Background: an optimization exercise with open tools, aiming at small area, a short achievable clock period and few clock cycles per item. Do not read the settings as production practice.
At most, simulation tests tie the RTL to the original design; equivalence was not proved.
No functional check of the RTL was part of runs 1 and 5.
No activity file was given, so power comes from the tool's default toggle rates.

--- design.v ---
module k7ce (
    input  wire        clk,
    input  wire        rst,         
    input  wire        cmd_valid,
    output reg         cmd_ready,
    input  wire [15:0] cmd_word,
    output reg         out_valid,
    input  wire        out_ready,
    output reg  [7:0]  out_byte,
    output wire [1:0]  st,
    output wire [7:0]  err,
    output wire        fault
);
    localparam KEY_MAX = 256;
    localparam WPORTS  = 16;    
    localparam [1:0] S_IDLE  = 2'd0,
                     S_RUN   = 2'd1,
                     S_FAULT = 2'd2;
    reg [1:0] state;
    reg [7:0] err_r;
    reg       mode;         
    reg [4:0] shift5;       
    reg       shbad;        
    reg       seedz;        
    reg [7:0] taps;
    reg       tapbad;
    reg       kempty;       
    reg       keyovf;
    reg       keybad;
    reg [7:0] wpos;         
    reg [7:0] p0n;          
    reg [7:0] qp;           
    reg [15:0] qlo;         
    reg [15:0] qhi;         
    reg       wok;          
    reg       kfull;        
    reg       do_push, do_data, do_start;
    reg       pwait;        
    reg [7:0] arg_r;        
    reg [7:0] ks_r;         
    reg [5*KEY_MAX-1:0] ring;
    reg [4:0] tap;          
    reg [7:0] lfsr;
    reg       v1;
    reg [7:0] b1;
    assign st    = state;
    assign err   = err_r;
    assign fault = state[1];
    wire take = cmd_valid & cmd_ready;
    wire [7:0] op  = cmd_word[15:8];
    wire [7:0] arg = cmd_word[7:0];
    wire arg0  = (arg == 8'h00);
    wire is_keypush  = (op == 8'h01);
    wire is_setshift = (op == 8'h02);
    wire is_setseed  = (op == 8'h03);
    wire is_tapadd   = (op == 8'h04);
    wire is_start    = (op[7:1] == 7'h04) & arg0;
    wire is_data     = (op == 8'h0A);
    wire is_end      = (op == 8'h0B) & arg0;
    wire is_rst      = (op == 8'h0F) & arg0;
    wire is_param = is_keypush | is_setshift | is_setseed | is_tapadd;
    wire legal    = is_param | is_start | is_data | is_end | is_rst;
    function is_alpha(input [7:0] c);
        is_alpha = (c >= 8'h41 && c <= 8'h5A) || (c >= 8'h61 && c <= 8'h7A);
    endfunction
    wire pstore  = do_push & ~kfull & wok;
    wire [7:0] vflags = {2'b00,
                         tapbad,
                         seedz,
                         shbad,
                         keyovf | (do_push & kfull),
                         keybad | (pstore & ~is_alpha(arg_r)),
                         kempty & ~do_push};
    wire s_idle  = (state == S_IDLE);
    wire s_run   = (state == S_RUN);
    wire s_fault = state[1];
    wire ex_idle = take & ~rst & s_idle;
    wire ex_run  = take & ~rst & s_run;
    wire clr = rst | (take & is_rst) | (ex_run & is_end);
    always @(posedge clk) begin
        if (clr) begin
            state  <= S_IDLE;
            err_r  <= 8'h00;
        end else if (take & ~s_fault) begin
            if (!legal) begin
                state <= S_FAULT;
                err_r <= 8'h80;
            end else if (s_idle) begin
                if (is_start) begin
                    if (vflags != 8'h00) begin
                        state <= S_FAULT;
                        err_r <= vflags;
                    end else begin
                        state <= S_RUN;
                    end
                end else if (!is_param) begin
                    state <= S_FAULT;
                    err_r <= 8'h40;
                end
            end else begin
                if (!is_data) begin
                    state <= S_FAULT;
                    err_r <= 8'h40;
                end
            end
        end
    end
    always @(posedge clk) begin
        if (clr) begin
            shbad  <= 1'b1;
            seedz  <= 1'b1;
            taps   <= 8'h00;
            tapbad <= 1'b0;
        end else if (ex_idle) begin
            if (is_setshift)
                shbad <= (arg == 8'd0) || (arg > 8'd25);
            if (is_setseed)
                seedz <= arg0;
            if (is_tapadd) begin
                if (arg[7:3] == 5'd0)
                    taps <= taps | (8'd1 << arg[2:0]);
                else
                    tapbad <= 1'b1;
            end
        end
    end
    always @(posedge clk) begin
        if (ex_idle & is_setshift)
            shift5 <= arg[4:0];
        if (s_idle)
            mode <= op[0];
    end
    wire do_push_n  = ~rst & (pwait | (ex_idle & is_keypush));
    wire pop   = out_valid & out_ready;
    wire stall = do_data & v1;
    wire go    = do_data & ~stall;
    wire do_data_n  = ~rst & (stall | (ex_run & is_data));
    wire [7:0] soff = mode ? 8'd2 - {3'b000, shift5} : {3'b000, shift5} - 8'd1;
    wire [7:0] ks   = {lfsr[0], lfsr[1], lfsr[2], lfsr[3],
                       lfsr[4], lfsr[5], lfsr[6], lfsr[7]};
    wire       rrun = s_run & mode;
    always @(posedge clk) begin
        if (!stall)
            ks_r <= ks;
        if (!pwait && !stall)
            arg_r <= (rrun ? (arg ^ ks) : arg) + (s_run ? soff : 8'd0);
        do_push  <= do_push_n;
        do_data  <= do_data_n;
        do_start <= ~rst & ex_idle & is_start & (vflags == 8'h00);
    end
    integer i;
    always @(posedge clk) begin
        ring <= {ring[5*KEY_MAX-6:0], ring[5*KEY_MAX-1 -: 5]};
        for (i = 0; i < WPORTS; i = i + 1)
            if (pstore && wpos == i)
                ring[5*i +: 5] <= arg_r[4:0];
    end
    reg [5*KEY_MAX/16-1:0] grp;
    reg [4:0] rd;
    integer g, m;
    always @(*) begin
        for (g = 0; g < KEY_MAX/16; g = g + 1) begin
            grp[5*g +: 5] = 5'd0;
            for (m = 0; m < 16; m = m + 1)
                grp[5*g +: 5] = grp[5*g +: 5] | (ring[5*(16*g+m) +: 5] & {5{qlo[m]}});
        end
        rd = 5'd0;
        for (g = 0; g < KEY_MAX/16; g = g + 1)
            rd = rd | (grp[5*g +: 5] & {5{qhi[g]}});
    end
    wire       wrap = (qp == wpos);    
    wire       ld   = do_start | go;
    wire [7:0] qp_n = s_idle ? ((pstore & kempty) ? 8'd0 : p0n) :
                      ld     ? (wrap ? p0n : qp) :
                               qp + 8'd1;
    always @(posedge clk) begin
        p0n <= (pstore & kempty) ? 8'd1 : p0n + 8'd1;
        if (ld)
            tap <= rd;
        qp  <= qp_n;
        qlo <= 16'd1 << qp_n[3:0];
        qhi <= 16'd1 << qp_n[7:4];
    end
    wire       kempty_n = clr | (kempty & ~pstore);
    wire [7:0] wpos_n   = clr ? 8'd0 : (kempty | pstore) ? wpos : wpos + 8'd1;
    wire [7:0] p0n_n    = (pstore & kempty) ? 8'd1 : p0n + 8'd1;
    wire       wok_n    = (wpos_n < WPORTS);
    wire [7:0] wpos_c   = (kempty | pstore) ? wpos : wpos + 8'd1;
    wire       wok_c    = (wpos_c < WPORTS);   
    wire       kfull_n  = ~kempty_n & (wpos_n == p0n_n);
    wire       kfull_c  = ~(kempty & ~pstore) & (wpos_c == p0n_n);
    always @(posedge clk) begin
        kempty <= kempty_n;
        wpos   <= wpos_n;
        wok    <= wok_n;
        kfull  <= kfull_n;
        pwait  <= do_push_n & ~kfull_c & ~wok_c;
        if (clr) begin
            keyovf <= 1'b0;
            keybad <= 1'b0;
        end else begin
            if (do_push & kfull)
                keyovf <= 1'b1;
            if (pstore & ~is_alpha(arg_r))
                keybad <= 1'b1;
        end
    end
    reg [7:0] u;
    reg [7:0] uc;
    reg [7:0] w;
    reg [7:0] lfsr_next;
    integer   j, k, q;
    always @(*) begin
        uc = 8'd1;
        for (j = 1; j < 8; j = j + 1) begin
            uc[j] = 1'b0;
            for (q = 0; q < j; q = q + 1)
                uc[j] = uc[j] ^ (taps[q] & uc[j-1-q]);
        end
        for (j = 0; j < 8; j = j + 1) begin
            w[j] = 1'b0;
            for (k = j; k < 8; k = k + 1)
                w[j] = w[j] ^ (taps[7+j-k] & lfsr[k]);
        end
        for (j = 0; j < 8; j = j + 1) begin
            lfsr_next[j] = 1'b0;
            for (k = 0; k <= j; k = k + 1)
                lfsr_next[j] = lfsr_next[j] ^ (u[j-k] & w[k]);
        end
    end
    always @(posedge clk)
        u <= uc;
    always @(posedge clk) begin
        if (take & s_idle & is_setseed)
            lfsr <= arg;
        else if (take & s_run)
            lfsr <= lfsr_next;
    end
    wire [7:0] ysum = arg_r + {{3{mode}}, tap ^ {5{mode}}};
    wire [7:0] y    = mode ? ysum : (ysum ^ ks_r);
    wire       q0v = pop ? v1 : out_valid;
    wire       q1v = pop ? 1'b0 : v1;
    wire [7:0] q0b = pop ? b1 : out_byte;
    wire v1_n = ~rst & (q1v | (q0v & go));
    always @(posedge clk) begin
        out_valid <= ~rst & (q0v | go);
        v1        <= v1_n;
        out_byte  <= q0v ? q0b : y;
        b1        <= q1v ? b1  : y;
        cmd_ready <= ~((v1_n & (stall | (take & s_run))) |
                       ((pwait | (take & s_idle)) & ~wok_c));
    end
endmodule
--- run.sh ---
#!/bin/bash
# synth_recipe.tcl (not shown) runs the flow's synth.tcl, then flattens the netlist and writes it again
# the make line also repeats each setting of config.mk as NAME=value (left out here)
make -C /OpenROAD-flow-scripts/flow DESIGN_CONFIG=/design/flow/config.mk WORK_HOME=/design/flow/orfs CLKGATE_MAP_FILE= SYNTH_SCRIPT=/design/flow/synth_recipe.tcl finish
--- config.mk ---
export PLATFORM = sky130hd
export DESIGN_NAME = k7ce
export DESIGN_NICKNAME = k7ce
export VERILOG_FILES = /design/flow/design.v
export SDC_FILE = /design/flow/constraint.sdc
export NUM_CORES = 4
export LEC_CHECK = 0
export CAP_MARGIN = 20
export CORE_MARGIN = 2
export CORE_UTILIZATION = 60
export CTS_CLUSTER_DIAMETER = 100
export CTS_CLUSTER_SIZE = 22
export PLACE_DENSITY = 0.75
export SETUP_SLACK_MARGIN = 5
export SLEW_MARGIN = 20
--- constraint.sdc ---
create_clock -name core_clock -period 8.0 [get_ports {clk}]
set_input_delay 1.6000 -clock core_clock [delete_from_list [all_inputs] [get_ports {clk}]]
set_output_delay 1.6000 -clock core_clock [all_outputs]
set_load 0.01 [all_outputs]
==> notes.md, run 1 <==
final hold violations=0; result of the run=complete, no violations; die span in y=266.9 µm; total I/O pin count=41; floorplan row count=96; share of the clock period used by the worst path=37.38%; peak clock frequency supported by timing=334.4 MHz; peak ir drop on the vdd network=153.7 µV; Net count, final=3234; Area after DPL=0.04260 mm²; DRC violation total after the first TritonRoute iteration=2810; worst rel slew slack=45.38%; sinks on the clock net=1427; min Tclk post-route=2.990 ns; number of flip-flops and latches in the synthesized netlist=1427; post-detail-place hpwl=61.26 mm; critical-path cell list=buf_6 -> a22o_1 -> a221oi_1 -> nand4_1 -> a22o_1 -> a221oi_1 -> nand4_1; Port Buffers=40; largest net degree at the start of global routing=46; Overall Global Routing Usage=28.90%; RSZ-0062 raised after global routing=no; Synth top area share=66.42%; Core Region=0.06847 mm²; # diodes=0; ratio of cells with drive above 1 in the final layout=9.148%; Via-to-Cell Ratio=6.478; number of failing setup endpoints in the final timing report=0; crit path max fanout=45; leakage dissipation=16.92 nW; clock tree from TritonCTS=yes; number of maximum-capacitance violations=0; met3 Use GR=4.392%; Clk pin slew, worst setup/hold paths=0.10 ns; layer with the highest usage after global routing=met2; level count of the clock H-tree=3; number of design rule violations left after detail routing=0; TritonCTS Buffers=74; async set-or-reset flop fraction in the synthesized netlist=0%; deepest clock path buffer count=3; overall power consumption=12.67 mW; Slowest Stage Delay on Critical Path=0.57 ns; final worst slack=5.010 ns; antenna violations before repair=1; synthesized netlist net count=3249; count of flip-flops with a built-in enable after synthesis=51; post-synthesis area per instance=12.95 µm²; first-pass GRT wire length=158.5 mm; final cell count without fillers=4085; placement-stage worst setup slack=3.490 ns; die outline width=266.9 µm; data arrival time of the critical path=3.31 ns; register area share after synthesis=70.12%; library cell with the largest summed area after synthesis=dfxtp_1; Post-synth top flop=dfxtp_1; Area growth syn-to-layout=8.538%; initial standard-cell utilization of the core=60.57%; global route total overflow=0; Final ANT Viol Nets=0; number of distinct library cells after synthesis=63; final instance area=0.04501 mm²; clock insertion delay at the later pin of the skew report=0.65 ns; post-synthesis instance area=0.04147 mm²; WP data required=8.32 ns; setup total negative slack=0 ns; cell count after synthesis=3202; classification of the worst-slack hold path=reg2reg; CP Capture Type=flip-flop; number of global-route vias before repair=26688; Final Max Slew Viols=0; final wirelength=104.8 mm; routed length per placed instance=25.66 µm; critical path launch point type=flip-flop; die outline area=0.07124 mm²; Clock Skews=0.03030 ns; detailed-route via count=26461; Critical Path Slowest Stage Cell=dfxtp_4; global routing met2 resource utilization=46.57%; Synthesis Warnings=1; power density normalized to cell area=281.5 mW/mm²; largest cells by area after synthesis=dfxtp_1 66%, a221oi_1 5.5%, a22o_1 5.4%, edfxtp_1 3.7%, a22oi_1 2.8%; Post-Place Cells=3964; DR pass1 iterations=7; actual transition at the worst max-transition pin=0.8138 ns; FILL cells=4937; root buffer cell=clkbuf_16; met1 global-route usage=39.91%; worst setup path class=reg2reg; final RePlAce weighted congestion=0.8712; hold-fix buffer count after cts=0
==> through the flow <==
stage | hold WS (ns) | util, %
2_1_floorplan | 0.3311 | -
3_3_place_gp | 0.3319 | 62.23
3_5_place_dp | 0.3361 | 62.23
4_1_cts | 0.3392 | 65.49
5_1_grt | 0.3452 | 65.74
6_report | 0.3444 | 65.74
==> kinds of logic (layout without fill, tap and decap cells) <==
| family | after synthesis | in the layout | synth area share (%) |
|---|---|---|---|
| and+or+nand+nor | 499 | 502 | 5.929 |
| AOI/OAI and AO/OA | 823 | 823 | 15.83 |
| DFF | 1427 | 1427 | 70.12 |
| adders and majority gates | 27 | 27 | 0.8508 |
| buffers and inverters | 214 | 212 | 2.127 |
| muxes | 80 | 80 | 2.154 |
| xor gates and xnor gates | 132 | 132 | 2.993 |
==> cell type report <==
type                            instances  area [µm²]  area share, %
Tap cell                              882        1104          2.452
Inverter                               27       101.3         0.2252
Clock buffer                           86        1939          4.309
Sequential cell                      1427       29150          64.75
Timing Repair Buffer                   93       845.8          1.879
Multi-Input combinational cell       1564       11810          26.23
Clock inverter                          6       71.32         0.1584
==> report_power, final <==
group          total, mW  internal, mW  switching, mW
clock               3.89          1.73           2.16
sequential          7.72          7.29          0.425
combinational       1.06         0.310          0.753
total               12.7          9.33           3.34
==> registers in the layout (all words and copies together) (netlist names), 2 cells and up <==
name	cells
shift5	5
wpos	8
taps	8
tap	5
qp	8
b1	8
out_byte	8
state	2
err_r	8
ks_r	8
arg_r	8
qhi	16
p0n	8
qlo	16
u	7
lfsr	8
ring	1280
==> critical path, delay by kind of cell (launching register included) <==
family | cells | cell delay [ns]
flip-flops | 1 | 0.57
buffers and inverters | 1 | 0.38
AND/OR/NAND/NOR | 2 | 0.52
AO/OA/AOI/OAI | 4 | 1.15
==> worst paths after layout <==
kind	startpoint	endpoint	slack [ns]	cells after the start
max	qlo[15]$_SDFF_PN0_	tap[3]$_DFFE_PN_	5.01	7
min	ring[151]$_DFF_P_	ring[156]$_DFF_P_	0.34	0
max reg2reg	qlo[15]$_SDFF_PN0_	tap[3]$_DFFE_PN_	5.01	7
min reg2reg	ring[151]$_DFF_P_	ring[156]$_DFF_P_	0.34	0
==> cells in the final DEF (no fill, tap or decap), drive strengths merged, types with 10 or more instances in the layout <==
cell	n
and3	11
a221oi	260
dfxtp	1376
inv	29
nand3	52
xnor2	97
nor2	105
a21oi	45
buf	53
xor2	31
nand2b	13
clkbuf	89
nor4	11
nand2	149
dlygate4sd2	28
o21ai	70
nand4	92
a22o	257
nor3	16
and2	10
nor2b	16
edfxtp	51
ha	25
a22oi	155
mux2	74
==> per-layer routing <==
metal,up-vias,routed length [µm]
li1,11784,-
met1,13309,45460
met5,-,0
met2,1160,48470
met3,208,7734
met4,0,3160
==> Yosys cell counts, types with 16 or more instances <==
cell and count:
nand2_1 145, nand4_1 92, nor2_1 103, nor2b_1 16, edfxtp_1 51, ha_1 25
xor2_1 31, inv_1 26, a22oi_1 155, mux2_2 74, nand3_1 52, dfxtp_1 1376
a221oi_1 260, a21oi_1 45, buf_1 34, o21ai_0 65, clkbuf_1 129, xnor2_1 93
a22o_1 256
==> repair_timing <==
item                                    CTS  global route
buffers inserted                         16            10
cloned                                    3             0
endpoints found under the setup margin   80            51
pin swaps                                12            11
resized for setup                        60            35
==> run 2: changes to the inputs <==
--- a/design.v
+++ b/design.v
@@ -134,3 +134,3 @@
     wire pop   = out_valid & out_ready;
-    wire stall = do_data & v1;
+    wire stall = do_data & v1 & ~pop;
     wire go    = do_data & ~stall;
--- a/config.mk
+++ b/config.mk
@@ -10,2 +10,3 @@
 export CORE_UTILIZATION = 60
+export CTS_BUF_LIST = sky130_fd_sc_hd__clkbuf_8 sky130_fd_sc_hd__clkbuf_16
 export CTS_CLUSTER_DIAMETER = 100
==> run 2 against run 1 <==
Sequential power is essentially flat. Critical endpoint is now err_r[2]$_SDFFE_PN0P_. Still clean on timing, DRC and antenna. Area after synthesis shrank 0.32%. Fmax increased by 0.50%. Wire length increased by 0.32%.
==> notes.md, run 2 <==
result of the run=complete, no violations; ratio of cells with drive above 1 in the final layout=9.238% (+0.090 points); # diodes=0 (unchanged); internal reg-to-reg setup slack=5.05 ns (+0.04 ns); Overall Global Routing Usage=28.90% (about the same); share of the clock period used by the worst path=37.19% (-0.19 points); setup total negative slack=0 ns (unchanged); Worst setup endpoint=err_r[2]$_SDFFE_PN0P_; floorplan row count=96 (unchanged); register area share after synthesis=70.34% (+0.22 points); RSZ-0062 raised after global routing=yes; Clock Skews=0.01754 ns (-0.01276 ns); number of global-route vias before repair=26876 (+0.70%); number of maximum-capacitance violations=0 (unchanged); die outline area=0.07101 mm² (-0.31%); CP Capture Type=flip-flop; total I/O pin count=41 (unchanged); FF/Latch Area=0.02915 mm² (about the same); top library cells by usage in the layout, fill and taps aside=1356 x dfxtp_1, 240 x a221oi_1, 239 x a22o_1; number of distinct library cells after synthesis=65 (+3.2%); hold-fix buffer count after cts=0 (unchanged); Net count, final=3251 (+0.53%); clock insertion delay at the later pin of the skew report=0.65 ns (about the same); worst rel slew slack=36.26% (-9.1 points); critical path launch point type=primary input; antenna violations before repair=1 (unchanged); min Tclk post-route=2.975 ns (-0.01500 ns); post-synthesis instance area=0.04134 mm² (-0.32%); peak ir drop on the vdd network=237.6 µV (+55%); Port Buffers=40 (unchanged); register bank with the most flops=ring; DR pass1 iterations=6 (-1); FILL cells=4870 (-1.4%); data arrival time of the critical path=3.55 ns (+0.24 ns); deepest clock path buffer count=3 (unchanged); largest cells by area after synthesis=dfxtp_1 67%, a221oi_1 5.1%, a22o_1 5.1%, edfxtp_1 3.7%, a22oi_1 3.5%; routed length per placed instance=25.67 µm (about the same); power density normalized to cell area=279.3 mW/mm² (-0.80%); Crit path max-delay family=compound AO/OA/AOI/OAI gates; post-synthesis area per instance=12.84 µm² (-0.85%); Synth top area share=66.64% (+0.21 points); Synthesis Warnings=1 (unchanged); beginning of the worst register-to-register path=qlo[14]$_SDFF_PN0_; leading cell type by number of instances after synthesis=dfxtp_1; library cell with the largest summed area after synthesis=dfxtp_1; Min Hold Slack=0.3429 ns (-0.001570 ns); TritonCTS Buffers=74 (unchanged); classification of the worst-slack hold path=reg2reg; synthesized netlist net count=3266 (+0.52%); count of flip-flops with a built-in enable after synthesis=51 (unchanged); critical path buffer and inverter count=2 (+1); post-detail-place hpwl=58.86 mm (-3.9%); Final Max Slew Viols=0 (unchanged); final hold violations=0 (unchanged); Core Region=0.06835 mm² (-0.18%); number of design rule violations left after detail routing=0 (unchanged); Final ANT Viol Nets=0 (unchanged); Largest regs=ring (1280), qhi (16), qlo (16); Via-to-Cell Ratio=6.455 (-0.34%); Post-synth top flop=dfxtp_1; number of flip-flops in the largest register=1280 (unchanged); R2R Path End=tap[3]$_DFFE_PN_; number of failing setup endpoints in the final timing report=0 (unchanged); number of flip-flops and latches in the synthesized netlist=1427 (unchanged); worst setup path class=in2reg; die outline width=266.5 µm (-0.16%); DRC violation total after the first TritonRoute iteration=2425 (-14%); initial standard-cell utilization of the core=60.48% (-0.088 points); peak clock frequency supported by timing=336.1 MHz (+0.50%); largest net degree at the start of global routing=55 (+20%); Critical Path Slowest Stage Cell=dlygate4sd2_1; most common library cell in the layout ignoring fill and taps=dfxtp_1; area taken by multi-input logic gates=0.01176 mm² (-0.39%); FF-to-FF path depth=8 (+1); Clk pin slew, worst setup/hold paths=0.09 ns (about the same); count of cell instances traversed by the critical path=9 (+2); WP data required=8.58 ns (+0.26 ns); Slowest Stage Delay on Critical Path=0.51 ns (-0.06 ns); crit path max fanout=11 (-76%); worst setup path start=cmd_word[8]; clock tree from TritonCTS=yes; root buffer cell=clkbuf_16; leakage dissipation=17.08 nW (+0.99%); async set-or-reset flop fraction in the synthesized netlist=0% (unchanged); die span in y=266.5 µm (-0.16%); actual transition at the worst max-transition pin=0.9562 ns (+0.1424 ns); top cells by count, synth=1376 x dfxtp_1, 242 x a221oi_1, 239 x a22o_1, 193 x a22oi_1, 159 x nand2_1; global route total overflow=0 (unchanged); detailed-route via count=26448 (-0.049%); critical-path cell list=dlygate4sd2_1 -> nand4b_1 -> o31a_1 -> o32ai_2 -> a211oi_2 -> buf_4 -> o21ai_4 -> or3_1 -> a21oi_1; level count of the clock H-tree=3 (unchanged); final RePlAce weighted congestion=0.8732 (+0.23%); sinks on the clock net=1427 (unchanged); first-pass GRT wire length=158.5 mm (about the same); cell count after synthesis=3219 (+0.53%); Area growth syn-to-layout=9.002%; final wirelength=105.2 mm (+0.32%)
-- run 2: cell count changes after synthesis, sizes merged, moves of 6 or more --
cell / before / now
a22oi: 155 / 193
a22o: 257 / 239
a221oi: 260 / 243
nor2: 104 / 118
xnor2: 97 / 84
xor2: 31 / 44
nand2: 149 / 159
nand4: 92 / 85
nor3b: 8 / 2
-- run 2: cells by family (layout without fill, tap and decap cells) --
group / after synthesis / in the layout / share of synthesized area, %
multiplexers: 71 / 71 / 1.928
AO/OA/AOI/OAI: 835 / 836 / 15.97
XOR/XNOR: 132 / 132 / 2.966
flip-flops: 1427 / 1427 / 70.34
buffers and inverters: 214 / 209 / 2.010
adder cells (fa/ha/maj): 28 / 28 / 0.8778
AND/OR/NAND/NOR: 512 / 512 / 5.905
-- run 2: layout make-up --
cell class | count | share of cell area (%)
inverters | 29 | 0.2638
repair buffers | 92 | 2.085
repair inverters | 1 | 0.01111
clock buffers | 76 | 4.196
clock inverters | 11 | 0.2110
multi-input cells | 1579 | 26.10
flip-flops and latches | 1427 | 64.69
well taps | 882 | 2.449
-- run 2: stage by stage --
step / setup WS (ns) / instance area [µm²] / power (mW) / std cells / util, %
final: 5.025 / 45060 / 12.59 / 4097 / 65.93
after global routing: 4.913 / 45060 / 12.92 / 4097 / 65.93
after CTS: 4.876 / 44810 / 12.53 / 4080 / 65.56
after detailed placement: 3.760 / 42500 / 8.752 / 3976 / 62.19
after global placement: 3.782 / 42500 / 8.745 / 3976 / 62.19
after floorplan: 4.615 / 41550 / 8.184 / 3219 / -
-- run 2: where the power goes --
| group | switching (mW) | internal (mW) |
|---|---|---|
| clock network | 2.15 | 1.71 |
| logic | 0.716 | 0.293 |
| registers | 0.445 | 7.27 |
| total | 3.31 | 9.27 |
-- run 2: routing by layer --
layer / wire length (µm) / GRT usage, %
met1: 45320 / 39.66
met2: 48410 / 46.28
met3: 7503 / 4.106
met4: 3928 / 11.83
met5: 0 / 0
-- run 2: worst min-delay path by stage --
stage                        from                  to  slack (ns)  cells after the start
6_report       ring[1183]$_DFF_P_  ring[1188]$_DFF_P_        0.34                      0
2_1_floorplan  ring[1003]$_DFF_P_  ring[1008]$_DFF_P_        0.33                      0
5_1_grt        ring[1183]$_DFF_P_  ring[1188]$_DFF_P_        0.35                      0
4_1_cts         ring[522]$_DFF_P_   ring[527]$_DFF_P_        0.34                      0
3_3_place_gp    ring[493]$_DFF_P_   ring[498]$_DFF_P_        0.33                      0
3_5_place_dp   ring[1266]$_DFF_P_  ring[1271]$_DFF_P_        0.34                      0
-- run 2: repair_timing --
action | CTS | global route
resized for setup | 82 | 43
setup buffers | 16 | 16
setup endpoints to repair | 121 | 61
cloned | 1 | 1
pin swaps | 10 | 14
-- run 2: worst register-to-register path, cell delays in order (launching register included) --
cell and delay, ns:
dfxtp_4 0.56, buf_6 0.40, a22o_1 0.28, a221oi_1 0.25, nand3_1 0.13, o21ai_0 0.41, nand4_1 0.14, nor2_1 0.26
nand4_1 0.23
Testbench counts of run 2, summed over its fixed seeds: cycles 65,243, bytes 28,492.
==> run 3: changes to the inputs <==
--- a/design.v
+++ b/design.v
@@ -32,4 +32,5 @@
     reg [7:0] qp;           
-    reg [15:0] qlo;         
-    reg [15:0] qhi;         
+    reg [7:0] qa;           
+    reg [7:0] qb;           
+    reg [3:0] qc;           
     reg       wok;          
@@ -134,3 +135,3 @@
     wire pop   = out_valid & out_ready;
-    wire stall = do_data & v1 & ~pop;
+    wire stall = do_data & v1;
     wire go    = do_data & ~stall;
@@ -157,3 +158,4 @@
     end
-    reg [5*KEY_MAX/16-1:0] grp;
+    reg [5*KEY_MAX/8-1:0]  l1;
+    reg [5*KEY_MAX/64-1:0] l2;
     reg [4:0] rd;
@@ -161,10 +163,15 @@
     always @(*) begin
-        for (g = 0; g < KEY_MAX/16; g = g + 1) begin
-            grp[5*g +: 5] = 5'd0;
-            for (m = 0; m < 16; m = m + 1)
-                grp[5*g +: 5] = grp[5*g +: 5] | (ring[5*(16*g+m) +: 5] & {5{qlo[m]}});
+        for (g = 0; g < KEY_MAX/8; g = g + 1) begin
+            l1[5*g +: 5] = 5'd0;
+            for (m = 0; m < 8; m = m + 1)
+                l1[5*g +: 5] = l1[5*g +: 5] | (ring[5*(8*g+m) +: 5] & {5{qa[m]}});
+        end
+        for (g = 0; g < KEY_MAX/64; g = g + 1) begin
+            l2[5*g +: 5] = 5'd0;
+            for (m = 0; m < 8; m = m + 1)
+                l2[5*g +: 5] = l2[5*g +: 5] | (l1[5*(8*g+m) +: 5] & {5{qb[m]}});
         end
         rd = 5'd0;
-        for (g = 0; g < KEY_MAX/16; g = g + 1)
-            rd = rd | (grp[5*g +: 5] & {5{qhi[g]}});
+        for (g = 0; g < 4; g = g + 1)
+            rd = rd | (l2[5*g +: 5] & {5{qc[g]}});
     end
@@ -180,4 +187,5 @@
         qp  <= qp_n;
-        qlo <= 16'd1 << qp_n[3:0];
-        qhi <= 16'd1 << qp_n[7:4];
+        qa  <= 8'd1 << qp_n[2:0];
+        qb  <= 8'd1 << qp_n[5:3];
+        qc  <= 4'd1 << qp_n[7:6];
     end
--- a/config.mk
+++ b/config.mk
@@ -10,3 +10,2 @@
 export CORE_UTILIZATION = 60
-export CTS_BUF_LIST = sky130_fd_sc_hd__clkbuf_8 sky130_fd_sc_hd__clkbuf_16
 export CTS_CLUSTER_DIAMETER = 100
==> run 3 against run 2 <==
Still clean on timing, DRC and antenna. Final cell count is 0.81% higher. Hold slack worse by 0.0028 ns. Count of clock-buffer cells in the layout is 8 higher. Die area down 0.25%. Via count decreased by 1.4%. Area after synthesis is 0.25% lower. Power rose by 0.63%.
==> notes.md, run 3 <==
result of the run=complete, no violations; number of global-route vias before repair=27097 (+0.82%); peak ir drop on the vdd network=242.7 µV (+2.2%); leading cell type by number of instances after synthesis=dfxtp_1; Net count, final=3279 (+0.86%); data arrival time of the critical path=1.38 ns (-2.17 ns); number of flip-flops in the largest register=1280 (unchanged); number of flip-flops and latches in the synthesized netlist=1415 (-0.84%); register area share after synthesis=69.93% (-0.41 points); number of failing setup endpoints in the final timing report=0 (unchanged); FF/Latch Area=0.02889 mm² (-0.90%); final wirelength=97.11 mm (-7.7%); WP data required=6.40 ns (-2.18 ns); Synthesis Warnings=1 (unchanged); antenna violations before repair=0 (-1); Final Max Slew Viols=0 (unchanged); area taken by multi-input logic gates=0.01172 mm² (-0.31%); library cell with the largest summed area after synthesis=dfxtp_1; initial standard-cell utilization of the core=60.33% (-0.15 points); FILL cells=4869 (-0.021%); die outline width=266.2 µm (-0.12%); critical path launch point type=flip-flop; setup total negative slack=0 ns (unchanged); post-synthesis area per instance=12.58 µm² (-2.0%); Clock Skews=0.02707 ns (+0.009524 ns); number of design rule violations left after detail routing=0 (unchanged); power density normalized to cell area=283.8 mW/mm² (+1.6%); top cells by count, synth=1364 x dfxtp_1, 731 x a22oi_1, 184 x nand4_1, 181 x clkbuf_1, 151 x nand2_1; number of maximum-capacitance violations=0 (unchanged); Via-to-Cell Ratio=6.312 (-2.2%); Slowest Stage Delay on Critical Path=0.38 ns (-0.13 ns); share of the clock period used by the worst path=37.27% (+0.076 points); DR pass1 iterations=6 (unchanged); total I/O pin count=41 (unchanged); actual transition at the worst max-transition pin=1.034 ns (+0.07746 ns); clock insertion delay at the later pin of the skew report=0.64 ns (about the same); Worst setup endpoint=cmd_ready; Final ANT Viol Nets=0 (unchanged); synthesized netlist net count=3325 (+1.8%); clock tree from TritonCTS=yes; internal reg-to-reg setup slack=5.09 ns (+0.04 ns); detailed-route via count=26070 (-1.4%); count of flip-flops with a built-in enable after synthesis=51 (unchanged); critical path buffer and inverter count=1 (-1); most common library cell in the layout ignoring fill and taps=dfxtp_1; post-detail-place hpwl=54.30 mm (-7.7%); DRC violation total after the first TritonRoute iteration=2450 (+1.0%); Post-synth top flop=dfxtp_1; largest cells by area after synthesis=dfxtp_1 66%, a22oi_1 13%, edfxtp_1 3.7%, nand4_1 2.8%, mux2_2 2.0%; die span in y=266.2 µm (-0.12%); critical-path cell list=dlygate4sd2_1; level count of the clock H-tree=3 (unchanged); final hold violations=0 (unchanged); leakage dissipation=16.43 nW (-3.8%); post-synthesis instance area=0.04124 mm² (-0.25%); R2R Path End=tap[0]$_DFFE_PN_; crit path max fanout=3 (-8); CP Capture Type=primary output; worst setup path start=cmd_ready$_DFF_P_; classification of the worst-slack hold path=reg2reg; ratio of cells with drive above 1 in the final layout=7.977% (-1.3 points); sinks on the clock net=1415 (-0.84%); RSZ-0062 raised after global routing=yes; Overall Global Routing Usage=27.01% (-1.9 points); Crit path max-delay family=flip-flops; final RePlAce weighted congestion=0.8488 (-2.8%); Synth top area share=66.22% (-0.42 points); worst rel slew slack=31.09% (-5.2 points); Port Buffers=40 (unchanged); global route total overflow=0 (unchanged); cell count after synthesis=3278 (+1.8%); top library cells by usage in the layout, fill and taps aside=1346 x dfxtp_1, 731 x a22oi_1, 184 x nand4_1; floorplan row count=96 (unchanged); count of cell instances traversed by the critical path=1 (-8); largest net degree at the start of global routing=153 (+180%); Clk pin slew, worst setup/hold paths=0.09 ns (about the same); async set-or-reset flop fraction in the synthesized netlist=0% (unchanged); min Tclk post-route=2.981 ns (+0.006060 ns); FF-to-FF path depth=7 (-1); peak clock frequency supported by timing=335.4 MHz (-0.20%); register bank with the most flops=ring; beginning of the worst register-to-register path=qa[0]$_SDFF_PP0_; Area growth syn-to-layout=8.223%; routed length per placed instance=23.51 µm (-8.4%); Min Hold Slack=0.3401 ns (-0.002782 ns); die outline area=0.07084 mm² (-0.25%); TritonCTS Buffers=74 (unchanged); Critical Path Slowest Stage Cell=dfxtp_1; root buffer cell=clkbuf_16; deepest clock path buffer count=3 (unchanged); Core Region=0.06835 mm² (unchanged); first-pass GRT wire length=152.0 mm (-4.1%); number of distinct library cells after synthesis=68 (+4.6%); worst setup path class=reg2out
## run 3: per-layer routing
metal  vias to the layer above  track usage, %  wire length [µm]
met5                         -               0                 0
met4                         0           9.034              2469
met3                       168           4.057              5771
met1                     13093           36.54             42630
li1                      11876               -                 -
met2                       933           44.64             46230
## run 3: worst min path at each step
stage | from | slack (ns) | depth (start not counted) | to
floorplan | ring[995]$_DFF_P_ | 0.33 | 0 | ring[1000]$_DFF_P_
global placement | ring[1148]$_DFF_P_ | 0.33 | 0 | ring[1153]$_DFF_P_
detailed placement | ring[77]$_DFF_P_ | 0.34 | 0 | ring[82]$_DFF_P_
CTS | ring[1072]$_DFF_P_ | 0.34 | 0 | ring[1077]$_DFF_P_
global route | ring[102]$_DFF_P_ | 0.34 | 0 | ring[107]$_DFF_P_
finish | ring[407]$_DFF_P_ | 0.34 | 0 | ring[412]$_DFF_P_
## run 3: logic make-up (layout without fill, tap and decap cells)
kind of cell             count (synthesis)  after routing  share of synthesized area [%]
flip-flops                            1415           1415                          69.93
AO/OA/AOI/OAI                          855            857                          15.11
AND/OR/NAND/NOR                        542            542                          6.769
buffers and inverters                  231            198                          2.188
XOR/XNOR                               129            129                          2.998
multiplexers                            79             79                          2.142
adder cells (fa/ha/maj)                 27             27                         0.8557
other                                    0              1                              0
## run 3: stage by stage
stage                     setup slack, ns  power, mW  cells  cell area, µm²  util, %
after floorplan                     4.725      8.264   3278           41410        -
after global placement              3.808      8.899   4015           42280    61.86
after detailed placement            3.748      8.893   4015           42280    61.86
after CTS                           4.937      12.68   4124           44510    65.12
after global routing                4.979      13.04   4129           44620    65.29
final                               5.019      12.66   4130           44630    65.30
## run 3: final cells by class
| class | count | area share (%) |
|---|---|---|
| Sequential cell | 1415 | 64.73 |
| Multi-Input combinational cell | 1634 | 26.27 |
| Clock buffer | 84 | 4.329 |
| Tap cell | 882 | 2.473 |
| Timing Repair Buffer | 77 | 1.758 |
| Inverter | 30 | 0.2523 |
| Clock inverter | 7 | 0.1878 |
| Antenna cell | 1 | 0.005607 |
## run 3: what timing repair did
action	in CTS	in global routing
gates cloned	2	1
hold buffers	0	0
buffers inserted	16	4
endpoints found under the setup margin	80	47
resized for setup	44	25
pin swaps	6	6
## run 3: power breakdown
group	internal [mW]	switching [mW]
sequential	7.22	0.482
clock	1.73	2.14
combinational	0.271	0.814
Testbench counts of run 3, summed over its fixed seeds: cycles 65,243, bytes 28,492.
==> run 4: changes to the inputs <==
--- a/config.mk
+++ b/config.mk
@@ -11,3 +11,3 @@
 export CTS_CLUSTER_DIAMETER = 100
-export CTS_CLUSTER_SIZE = 22
+export CTS_CLUSTER_SIZE = 26
 export PLACE_DENSITY = 0.75
==> run 4 against run 3 <==
Critical path depth unchanged. Via count down 0.71%. Clock power down 12%. Critical endpoint is now fault. Critical path type unchanged. Area after synthesis unchanged. Final cell count down 0.41%. Highest routed layer is now met5. Still clean on timing, DRC and antenna.
==> notes.md, run 4 <==
first-pass GRT wire length=150.8 mm (-0.80%); CP Capture Type=primary output; met2 wire length=46.12 mm (-0.25%); async set-or-reset flop fraction in the synthesized netlist=0% (unchanged); internal power of the cells=8.860 mW (-4.0%); final instance area=0.04420 mm² (-0.96%); RSZ-0062 raised after global routing=no; largest net degree at the start of global routing=153 (unchanged); number of maximum-capacitance violations=0 (unchanged); number of distinct library cells after synthesis=68 (unchanged); data arrival time of the critical path=1.36 ns (-0.02 ns); Critical Path Slowest Stage Cell=dfxtp_4; FF/Latch Area=0.02889 mm² (unchanged); Seq pwr share=63.2% (+2.4 points); initial standard-cell utilization of the core=60.33% (unchanged); die outline area=0.07084 mm² (unchanged); share of the clock period used by the worst path=36.97% (-0.29 points); crit path max fanout=6 (+3); top library cells by usage in the layout, fill and taps aside=1346 x dfxtp_1, 731 x a22oi_1, 184 x nand4_1; Post-Place Cells=4015 (unchanged); Slowest Stage Delay on Critical Path=0.41 ns (+0.03 ns); DRC violation total after the first TritonRoute iteration=2686 (+9.6%); WP data required=6.40 ns (about the same); die outline width=266.2 µm (unchanged); synthesized netlist net count=3325 (unchanged); Top Metal Used=met5; leakage dissipation=16.23 nW (-1.2%); final wirelength=96.47 mm (-0.65%); peak ir drop on the vdd network=243.3 µV (+0.27%); Core Region=0.06835 mm² (unchanged); level count of the clock H-tree=2 (-1); Net Sw Power=3.335 mW (-3.0%); area taken by multi-input logic gates=0.01172 mm² (about the same); Final ANT Viol Nets=0 (unchanged); floorplan row count=96 (unchanged); root buffer cell=clkbuf_16; critical-path cell list=dlygate4sd2_1; library cell with the largest summed area after synthesis=dfxtp_1; # diodes=0 (-1); register bank with the most flops=ring; deepest clock path buffer count=3 (unchanged); result of the run=complete, no violations; post-synthesis area per instance=12.58 µm² (unchanged); clock insertion delay at the later pin of the skew report=0.68 ns (+0.04 ns); power density normalized to cell area=275.9 mW/mm² (-2.8%); global route total overflow=0 (unchanged); worst setup path class=reg2out; sinks on the clock net=1415 (unchanged); Via-to-Cell Ratio=6.294 (-0.30%); Final Max Slew Viols=0 (unchanged); critical path buffer and inverter count=1 (unchanged); final worst slack=5.042 ns (+0.02335 ns); switch share=27.35% (+0.20 points); FILL cells=4955 (+1.8%); critical path launch point type=flip-flop; min Tclk post-route=2.958 ns (-0.02335 ns); peak clock frequency supported by timing=338.1 MHz (+0.79%); Area after DPL=0.04228 mm² (unchanged); metal3 WL=5.706 mm (-1.1%); setup total negative slack=0 ns (unchanged); Min Hold Slack=0.3226 ns (-0.01752 ns); antenna violations before repair=1 (+1); clock tree from TritonCTS=yes; Overall Global Routing Usage=26.70% (-0.31 points); TritonCTS Buffers=60 (-19%); worst rel slew slack=32.29% (+1.2 points); top cells by count, synth=1364 x dfxtp_1, 731 x a22oi_1, 184 x nand4_1, 181 x clkbuf_1, 151 x nand2_1; fraction of power consumed by combinational cells=8.9% (+0.3 points); leading cell type by number of instances after synthesis=dfxtp_1; Crit path max-delay family=flip-flops; actual transition at the worst max-transition pin=1.016 ns (-0.01790 ns); detailed-route via count=25886 (-0.71%); Clk pin slew, worst setup/hold paths=0.11 ns (+0.02 ns); cell count after synthesis=3278 (unchanged); Post-synth top flop=dfxtp_1; most common library cell in the layout ignoring fill and taps=dfxtp_1; total I/O pin count=41 (unchanged); placement-stage worst setup slack=3.748 ns (unchanged); Port Buffers=40 (unchanged); number of design rule violations left after detail routing=0 (unchanged); Synth top area share=66.22% (unchanged); classification of the worst-slack hold path=reg2reg; die span in y=266.2 µm (unchanged); Clock Skews=0.04246 ns (+0.01539 ns); clock network fraction of total power=27.9% (-2.7 points); Synthesis Warnings=1 (unchanged); Area growth syn-to-layout=7.182%; largest cells by area after synthesis=dfxtp_1 66%, a22oi_1 13%, edfxtp_1 3.7%, nand4_1 2.8%, mux2_2 2.0%; number of flip-flops and latches in the synthesized netlist=1415 (unchanged); final cell count without fillers=4113 (-0.41%); final RePlAce weighted congestion=0.8488 (unchanged); number of flip-flops in the largest register=1280 (unchanged); number of global-route vias before repair=26760 (-1.2%); register area share after synthesis=69.93% (unchanged); routed length per placed instance=23.46 µm (-0.24%); WL met1=42.14 mm (-1.1%); Net count, final=3270 (-0.27%); post-detail-place hpwl=54.30 mm (unchanged); post-synthesis instance area=0.04124 mm² (unchanged); DR pass1 iterations=8 (+2); final hold violations=0 (unchanged); number of failing setup endpoints in the final timing report=0 (unchanged); ratio of cells with drive above 1 in the final layout=7.614% (-0.36 points); count of flip-flops with a built-in enable after synthesis=51 (unchanged)
## run 4: power groups by stage
stage	registers, mW	logic [mW]	clock network, mW
floorplan	7.45	0.810	0
global placement	7.88	1.02	0
detailed placement	7.88	1.01	0
CTS	7.69	1.06	3.45
global route	7.71	1.14	3.69
finish	7.70	1.09	3.41
## run 4: final cells by class
class	instances	share of cell area, %
sequential	1415	65.35
multi-input combinational	1633	26.51
clock buffer	67	3.457
tap	882	2.497
timing repair buffer	83	1.837
inverter	30	0.2548
clock inverter	3	0.09342
## run 4: metrics by stage
stage	power [mW]	util (%)
detailed placement	8.893	61.86
CTS	12.20	64.46
finish	12.20	64.67
global route	12.55	64.67
floorplan	8.264	-
global placement	8.899	61.86
## run 4: cell families (layout without fill, tap and decap cells)
| family | after synthesis | count (layout) | share of synthesized area, % |
|---|---|---|---|
| AOI/OAI and AO/OA | 855 | 856 | 15.11 |
| xor gates and xnor gates | 129 | 129 | 2.998 |
| adders and majority gates | 27 | 27 | 0.8557 |
| buffers and inverters | 231 | 183 | 2.188 |
| DFF | 1415 | 1415 | 69.93 |
| muxes | 79 | 79 | 2.142 |
| and+or+nand+nor | 542 | 542 | 6.769 |
## run 4: final timing paths
kind / to / from / slack (ns) / cells after the start
max: fault / state[1]$_SDFFE_PN0P_ / 5.04 / 1
min: ring[639]$_DFF_P_ / ring[634]$_DFF_P_ / 0.32 / 0
max reg2reg: tap[1]$_DFFE_PN_ / qa[2]$_SDFF_PP0_ / 5.10 / 7
min reg2reg: ring[639]$_DFF_P_ / ring[634]$_DFF_P_ / 0.32 / 0
## run 4: metal layers
metal / track usage (%) / up-vias
li1: - / 11841
met1: 36.18 / 12980
met3: 3.909 / 161
met2: 44.61 / 902
met5: 0 / -
met4: 7.941 / 2
## run 4: repair_timing
item / 4_1_cts / 5_1_grt
hold buffers: 0 / 0
endpoints found under the setup margin: 80 / 64
pin swaps: 5 / 5
buffers inserted: 20 / 7
hold endpoints to repair: 0 / 0
gates cloned: 1 / 0
gates resized for setup: 42 / 32
## run 4: worst register-to-register path, cell delays in order (launching register included)
cell and delay (ns):
dfxtp_4 0.56, buf_4 0.49, a22oi_1 0.30, nand4_1 0.11, a22oi_1 0.38, nand4_1 0.37
a22oi_1 0.30, nand2_1 0.13
==> run 5: changes to the inputs <==
--- a/design.v
+++ b/design.v
@@ -215,3 +215,2 @@
     end
-    reg [7:0] u;
     reg [7:0] uc;
@@ -235,7 +234,5 @@
             for (k = 0; k <= j; k = k + 1)
-                lfsr_next[j] = lfsr_next[j] ^ (u[j-k] & w[k]);
-        end
-    end
-    always @(posedge clk)
-        u <= uc;
+                lfsr_next[j] = lfsr_next[j] ^ (uc[j-k] & w[k]);
+        end
+    end
     always @(posedge clk) begin
==> run 5 against run 4 <==
Still clean. Sequential power is 0.5% lower. Critical path depth is 6 higher. Non-clock buffer count is 17 lower. Area after synthesis is 0.40% lower. Sequential cell count is 7 lower. Power is 0.77% lower. Final cell count is 1.2% lower. Largest cell class unchanged.
==> notes.md, run 5 <==
overall power consumption=12.10 mW (-0.77%); Clk pin slew, worst setup/hold paths=0.10 ns (about the same); actual transition at the worst max-transition pin=1.038 ns (+0.02226 ns); Port Buffers=40 (unchanged); detailed-route via count=25684 (-0.78%); crit path max fanout=112 (+106); critical path launch point type=flip-flop; worst setup path class=reg2reg; TritonCTS Buffers=60 (unchanged); Clock Skews=0.03178 ns (-0.01068 ns); peak ir drop on the vdd network=258.4 µV (+6.2%); CP Capture Type=flip-flop; cell occurring most often along the worst timing path=a22oi_1; die outline area=0.07056 mm² (-0.39%); most common library cell in the layout ignoring fill and taps=dfxtp_1; RSZ-0062 raised after global routing=yes; number of maximum-capacitance violations=0 (unchanged); Core Region=0.06751 mm² (-1.2%); peak clock frequency supported by timing=325.6 MHz (-3.7%); final worst slack=4.928 ns (-0.1137 ns); count of flip-flops with a built-in enable after synthesis=51 (unchanged); critical-path cell list=buf_12 -> a22oi_1 -> nand4_1 -> a22oi_1 -> nand4_1 -> a22oi_1 -> nand2_1; antenna violations before repair=0 (-1); FF/Latch Area=0.02876 mm² (-0.45%); total I/O pin count=41 (unchanged); share of the clock period used by the worst path=38.39% (+1.4 points); number of design rule violations left after detail routing=0 (unchanged); min Tclk post-route=3.072 ns (+0.1137 ns); post-detail-place hpwl=52.66 mm (-3.0%); power density normalized to cell area=274.9 mW/mm² (-0.37%); largest net degree at the start of global routing=142 (-7.2%); DR pass1 iterations=6 (-2); cell count after synthesis=3249 (-0.88%); ratio of cells with drive above 1 in the final layout=7.839% (+0.23 points); worst rel slew slack=30.80% (-1.5 points); top cells by count, synth=1357 x dfxtp_1, 731 x a22oi_1, 188 x clkbuf_1, 184 x nand4_1, 120 x nand2_1; synthesized netlist net count=3296 (-0.87%); post-synthesis instance area=0.04107 mm² (-0.40%); clock tree from TritonCTS=yes; Final Max Slew Viols=0 (unchanged); setup total negative slack=0 ns (unchanged); Post-synth top flop=dfxtp_1; top library cells by usage in the layout, fill and taps aside=1335 x dfxtp_1, 730 x a22oi_1, 184 x nand4_1; Final ANT Viol Nets=0 (unchanged); register bank with the most flops=ring; global route total overflow=0 (unchanged); sinks on the clock net=1408 (-0.49%); deepest clock path buffer count=3 (unchanged); routed length per placed instance=23.23 µm (-0.94%); Critical Path Slowest Stage Cell=dfxtp_4; library cell with the largest summed area after synthesis=dfxtp_1; result of the run=complete, no violations; clock insertion delay at the later pin of the skew report=0.68 ns (about the same); Slowest Stage Delay on Critical Path=0.57 ns (+0.16 ns); post-synthesis area per instance=12.64 µm² (+0.49%); number of flip-flops in the largest register=1280 (unchanged); number of global-route vias before repair=26458 (-1.1%); final wirelength=94.38 mm (-2.2%); FILL cells=4923 (-0.65%); floorplan row count=95 (-1.0%); DRC violation total after the first TritonRoute iteration=2266 (-16%); Net count, final=3225 (-1.4%); # diodes=0 (unchanged); Synthesis Warnings=1 (unchanged); placement-stage worst setup slack=3.660 ns (-0.08837 ns); Area growth syn-to-layout=7.186% (about the same); Overall Global Routing Usage=26.08% (-0.62 points); critical path buffer and inverter count=1 (unchanged); Via-to-Cell Ratio=6.323 (+0.47%); hold-fix buffer count after cts=0 (unchanged); number of distinct library cells after synthesis=63 (-7.4%); async set-or-reset flop fraction in the synthesized netlist=0% (unchanged); number of flip-flops and latches in the synthesized netlist=1408 (-0.49%); final RePlAce weighted congestion=0.8364 (-1.5%); Synth top area share=66.14% (-0.077 points); final hold violations=0 (unchanged); Crit path max-delay family=compound AO/OA/AOI/OAI gates; WP data required=8.40 ns (+2.00 ns); area taken by multi-input logic gates=0.01178 mm² (+0.53%); leading cell type by number of instances after synthesis=dfxtp_1; first-pass GRT wire length=147.6 mm (-2.1%); die span in y=265.6 µm (-0.20%); data arrival time of the critical path=3.47 ns (+2.11 ns); register area share after synthesis=69.87% (about the same); number of failing setup endpoints in the final timing report=0 (unchanged); classification of the worst-slack hold path=reg2reg; root buffer cell=clkbuf_16; level count of the clock H-tree=2 (unchanged); initial standard-cell utilization of the core=60.83% (+0.50 points); largest cells by area after synthesis=dfxtp_1 66%, a22oi_1 13%, edfxtp_1 3.7%, nand4_1 2.8%, mux2_2 2.1%; leakage dissipation=16.15 nW (-0.48%); die outline width=265.6 µm (-0.20%)
run 5: cell types whose count changed after synthesis, moves of 4 or more:
cell      change
a22o_1        +5
buf_2        -10
clkbuf_1      +7
dfxtp_1       -7
nand2_1      -31
nand2b_1      -7
nor2_1        +5
nor2b_1      +10
nor3_1        +4
nor3b_1       +6
o21bai_1      -4
run 5: cell type report:
| cell class | instances | share of cell area (%) |
|---|---|---|
| sequential | 1408 | 65.32 |
| multi-input combinational | 1616 | 26.75 |
| clock buffer | 70 | 3.544 |
| tap | 873 | 2.481 |
| timing repair buffer | 66 | 1.509 |
| inverter | 26 | 0.2217 |
| clock inverter | 3 | 0.1734 |
run 5: power breakdown:
group	total, mW	switching (mW)	leakage (nW)	internal, mW
registers	7.66	0.479	11.5	7.18
clock network	3.44	2.05	0.792	1.39
logic	1.00	0.754	3.91	0.247
total	12.1	3.28	16.2	8.82
run 5: what timing repair did:
item	4_1_cts	5_1_grt
pin swaps	7	11
cloned	1	0
resized for setup	63	45
endpoints found under the setup margin	76	41
endpoints found under the hold margin	0	0
setup buffers	8	8
run 5: routing by layer:
metal	GRT usage, %	routed length [µm]	up-vias
li1	-	-	11718
met2	43.59	44820	942
met4	7.182	2360	0
met1	35.64	40890	12848
met3	3.805	6309	176
met5	0	0	-
run 5: path summary, 6_finish.rpt:
path / slack [ns] / start / to / cells after the start
max: 4.93 / qa[6]$_SDFF_PN0_ / tap[1]$_DFFE_PN_ / 7
min: 0.34 / ring[666]$_DFF_P_ / ring[671]$_DFF_P_ / 0
max reg2reg: 4.93 / qa[6]$_SDFF_PN0_ / tap[1]$_DFFE_PN_ / 7
min reg2reg: 0.34 / ring[666]$_DFF_P_ / ring[671]$_DFF_P_ / 0
run 5: worst reg2reg max path: stages (launching register included):
cell and delay [ns]:
dfxtp_4 0.57, buf_12 0.37, a22oi_1 0.62, nand4_1 0.13
a22oi_1 0.28, nand4_1 0.27, a22oi_1 0.39, nand2_1 0.17
run 5: cell families (layout without fill, tap and decap cells):
kind of cell	after synthesis	after routing	synth area share, %
AND/OR/NAND/NOR	526	526	6.635
buffers and inverters	226	165	2.166
AO/OA/AOI/OAI	854	855	15.25
multiplexers	80	80	2.178
flip-flops	1408	1408	69.87
adder cells (fa/ha/maj)	27	27	0.8591
XOR/XNOR	128	128	3.037
run 5: through the flow:
stage | instances | util (%) | hold WS [ns] | area (µm²)
floorplan | 3249 | - | 0.3314 | 41210
global placement | 3972 | 62.31 | 0.3325 | 42070
detailed placement | 3972 | 62.31 | 0.3364 | 42070
CTS | 4054 | 64.96 | 0.3384 | 43860
global route | 4062 | 65.21 | 0.3255 | 44020
finish | 4062 | 65.21 | 0.3353 | 44020

port drivers added, routing unchanged:
The results above use ideal ports. As a check the final layouts listed here were re-extracted and re-timed, cells and wires unchanged.
Step 1 sets driving cells, clkbuf_16 on the clock port and buf_2 on the other inputs (assumed; they add their load-dependent delay and slew).
Step 2, shift: input delay + t, output delay - t, t = (earliest + latest rising clock arrival at the registers) / 2. This alone moves slack from input paths to output paths.
Slacks: no drivers / after step 1 / after step 2; pairs: no drivers / after step 1.
| run | shift t [ns] | setup WS [ns] | clock arrival spread, ns | worst slew at a driven data input, ns |
|---|---|---|---|---|
| run 1 | 0.706 | 5.010 / 4.965 / 4.383 | 0.033 / 0.033 | 0.07 |
| run 2 | 0.700 | 5.025 / 4.995 / 4.358 | 0.025 / 0.024 | 0.04 |
| run 3 | 0.696 | 5.019 / 4.953 / 4.385 | 0.031 / 0.031 | 0.06 |
| run 4 | 0.724 | 5.042 / 4.971 / 4.325 | 0.051 / 0.051 | 0.07 |
| run 5 | 0.728 | 4.928 / 4.928 / 4.336 | 0.032 / 0.032 | 0.04 |
After both steps setup and hold are still met in every run listed. The setup slack of run 4, which loses most, moves by -0.071 ns with the drivers and by -0.717 ns with both steps.
